Context: an optimization exercise on an open-source flow, tuned for small area, a short achievable clock period and few clock cycles. The choices shown serve that exercise and are no tape-out recipe.
Where RTL was checked, it was by simulation tests only, not by an equivalence proof against the original.
Power and IR drop assume default switching activity.

Design h1_codec, start of the top module:
module h1_codec (
    input  wire        clk,
    input  wire        rst,
    input  wire        cmd_valid,
    output wire        cmd_ready,
    input  wire [3:0]  cmd_code,
    input  wire        cmd_is_server,
    input  wire [2:0]  cmd_n,
    input  wire [15:0] cmd_len,
    input  wire [31:0] cmd_a,
    input  wire [31:0] cmd_b,
    input  wire        din_valid,
    output wire        din_ready,
    input  wire [31:0] din_data,
    output wire        rsp_valid,
    input  wire        rsp_ready,
    output wire [2:0]  rsp_status,
    output wire [31:0] rsp_data,
    output wire [31:0] rsp_data2,
    output wire [4:0]  rsp_info
);
    localparam [3:0] C_CFG_LOAD = 4'h1, C_CFG_READ = 4'h2, C_SEQ_DIST = 4'h5,
                     C_CRC_COMPUTE = 4'h6, C_CRC_VERIFY = 4'h7;
    localparam [2:0] ST_OK = 3'd0, ST_TRUNCATED = 3'd2, ST_INVALID = 3'd6,
                     ST_ILLEGAL = 3'd7;
    reg        cfg_vld;
    reg        cfg_srv;
    reg [31:0] cfg_proto;
    reg [31:0] cfg_seed;
    reg [2:0]  cfg_len;
    reg        s_idle, s_data, s_exec, s_exec2, s_resp, s_pend;
    reg        op_crc, op_ver, op_seq, op_load, op_read;
    reg [2:0]  nreg;         
    reg        drain;        
    reg [2:0]  err;
    reg [31:0] crc_n;
    reg [31:0] dreg;         
    reg        dvalid;       
    reg        dfull, dseed;
    reg [1:0]  dlane;        
    reg [15:0] rem_load;     
    reg [15:0] rem_proc;     
    reg        ok_r;
    reg        c_full;       
    reg        c_byte;       
    reg        c_trl;        
    reg        seq_ne, seq_eq;
    reg        rsp_valid_r, cmd_ready_r, din_ready_r;
    reg [2:0]  rsp_status_r;
    reg [4:0]  rsp_info_r;
    reg        sel_cfg, rsp_is_read;
    assign cmd_ready  = cmd_ready_r;
    assign din_ready  = din_ready_r;
    assign rsp_valid  = rsp_valid_r;
    assign rsp_status = rsp_status_r;
    assign rsp_info   = rsp_info_r;
    assign rsp_data   = crc_n;
    assign rsp_data2  = {32{sel_cfg}} & cfg_proto;
    wire take     = cmd_valid & cmd_ready_r;
    wire rtake    = rsp_valid_r & rsp_ready;
    wire din_fire = din_valid & din_ready_r;
    wire i_load = (cmd_code == C_CFG_LOAD);
    wire i_read = (cmd_code == C_CFG_READ);
  ...
Size: about 1400 cells after synthesis, about 200 I/O pins, roughly 14000 um^2 of cells after synthesis.
clock: 5.0 ns
lec_check: 0
abc_clock_period_in_ps: 2000
cap_margin: 20
core_margin: 2
core_utilization: 40
place_density: 0.6
setup_slack_margin: 2.6
slew_margin: 20
standard.sh (not shown) runs the stock make flow with config.mk's settings and CLKGATE_MAP_FILE= SYNTH_SCRIPT=/design/flow/synth_recipe.tcl, a recipe that flattens the netlist after the stock synthesis.
==> flow/flow/run.sh <==
#!/bin/bash
# Layout flow: the standard flow (standard.sh: ORFS synthesis to the
# final layout, unchanged), with the I/O port buffers that global placement
# inserts made from sky130_fd_sc_hd__buf_2 instead of the resizer's default
# pick. Every port still gets its own buffer. The full output of the ORFS
# run goes to flow_standard.log in this folder; each tool's own log is kept
# by ORFS under orfs/logs/.
set -euo pipefail
export BUFFER_PORTS_ARGS="-buffer_cell sky130_fd_sc_hd__buf_2"
bash standard.sh > flow_standard.log 2>&1
Change:
==> flow/run.sh (new file) <==
#!/bin/bash
# synth_recipe.tcl (not shown) runs the flow's synth.tcl, then flattens the netlist and writes it again
# the make line also repeats each setting of config.mk as NAME=value (left out here)
make -C /OpenROAD-flow-scripts/flow DESIGN_CONFIG=/design/flow/config.mk WORK_HOME=/design/flow/orfs CLKGATE_MAP_FILE= SYNTH_SCRIPT=/design/flow/synth_recipe.tcl finish
removed: flow/flow/run.sh
removed: flow/standard.sh
First-iteration DRC count rises by 13%.
Routed wire length rose by 4.2%.
Setup slack is worse by 0.0070 ns.
Core utilization grows by 2.7 points.
Combinational power grows by about 3%.
Synthesized area is unchanged.
Function was not checked in any run of this note: the RTL went through the layout flow alone.


h1_codec, a different RTL version from the one above (not shown whole).
Size in the first run: ~190 flip-flops, ~200 I/O pins, roughly 0.013 mm^2 of cells after synthesis.
Settings: LEC_CHECK=0, ABC_CLOCK_PERIOD_IN_PS=2000, CAP_MARGIN=20, CORE_MARGIN=2, CORE_UTILIZATION=40, PLACE_DENSITY=0.6, SETUP_SLACK_MARGIN=2.65, SLEW_MARGIN=20; clock period 5.0 ns.
==> flow/flow/run.sh <==
#!/bin/bash
# Layout flow: the standard flow (standard.sh: ORFS synthesis to the
# final layout, unchanged), with the I/O port buffers that global placement
# inserts made from sky130_fd_sc_hd__buf_1 instead of the resizer's default
# pick. Every port still gets its own buffer. The full output of the ORFS
# run goes to flow_standard.log in this folder; each tool's own log is kept
# by ORFS under orfs/logs/.
set -euo pipefail
export BUFFER_PORTS_ARGS="-buffer_cell sky130_fd_sc_hd__buf_1"
bash standard.sh > flow_standard.log 2>&1
Testbench counts at the start, summed over its fixed seeds: cycles 77,486.
Next try:
Settings changed: SETUP_SLACK_MARGIN 2.65 to 2.6, TNS_END_PERCENT from default to 10.
Global-route usage came out lower by 0.72 points. Total power came out lower by 5.6%. Worst hold slack stays flat. Synthesized area stays the same.
Next try:
Settings changed: SETUP_SLACK_MARGIN 2.6 to 2.55, TNS_END_PERCENT 10 to default.
What happened: Routed wire length grows by about 2.4%; die area stays the same; clock power barely changes; sequential power stays flat.
Next try:
Settings changed: SETUP_SLACK_MARGIN 2.55 to 2.6.
The new run finished with timing, DRC and antenna clean.
Setup slack is better by 0.091 ns.
Final area went up by 1.2%.
Via count went down by 0.35%.
Global-route usage went up by 0.27 points.
Flip-flop and latch count does not change.
Clock power went down by about 3%.
Final cell count stays flat.

-- what the ideal ports hide --
In the flow no input, the clock included, has a driving cell. The finished layouts below were timed again as built, in two steps.
Step 1 assumes that a clkbuf_16 drives the clock port and a buf_2 every other input.
Step 2, shift: input delay + t, output delay - t, t = (earliest + latest rising clock arrival at the registers) / 2. This alone moves slack from input paths to output paths.
a / b / c = no drivers / after step 1 / after step 2; a / b = the first two.
run	t, ns	setup WS [ns]	hold slack, ns	worst setup path after step 2	cell pins on the clock port's net
the first run of note 1	0.583	2.303 / 2.317 / 1.734	0.465 / 0.465 / 0.465	input to register	1
the second run of note 1	0.591	2.296 / 2.296 / 1.763	0.462 / 0.462 / 0.462	input to register	1
the first run of note 2	0.494	2.624 / 2.610 / 2.265	0.474 / 0.474 / 0.474	input to register	1
the second run of note 2	0.508	2.491 / 2.491 / 2.080	0.473 / 0.473 / 0.473	input to register	1
the third run of note 2	0.498	2.490 / 2.490 / 2.108	0.484 / 0.484 / 0.484	input to register	1
the fourth run of note 2	0.496	2.581 / 2.581 / 2.203	0.476 / 0.476 / 0.476	input to register	1
After both steps setup and hold are still met in every run listed. The setup slack of the first run of note 1, which loses most, moves by +0.014 ns with the drivers and by -0.569 ns with both steps.
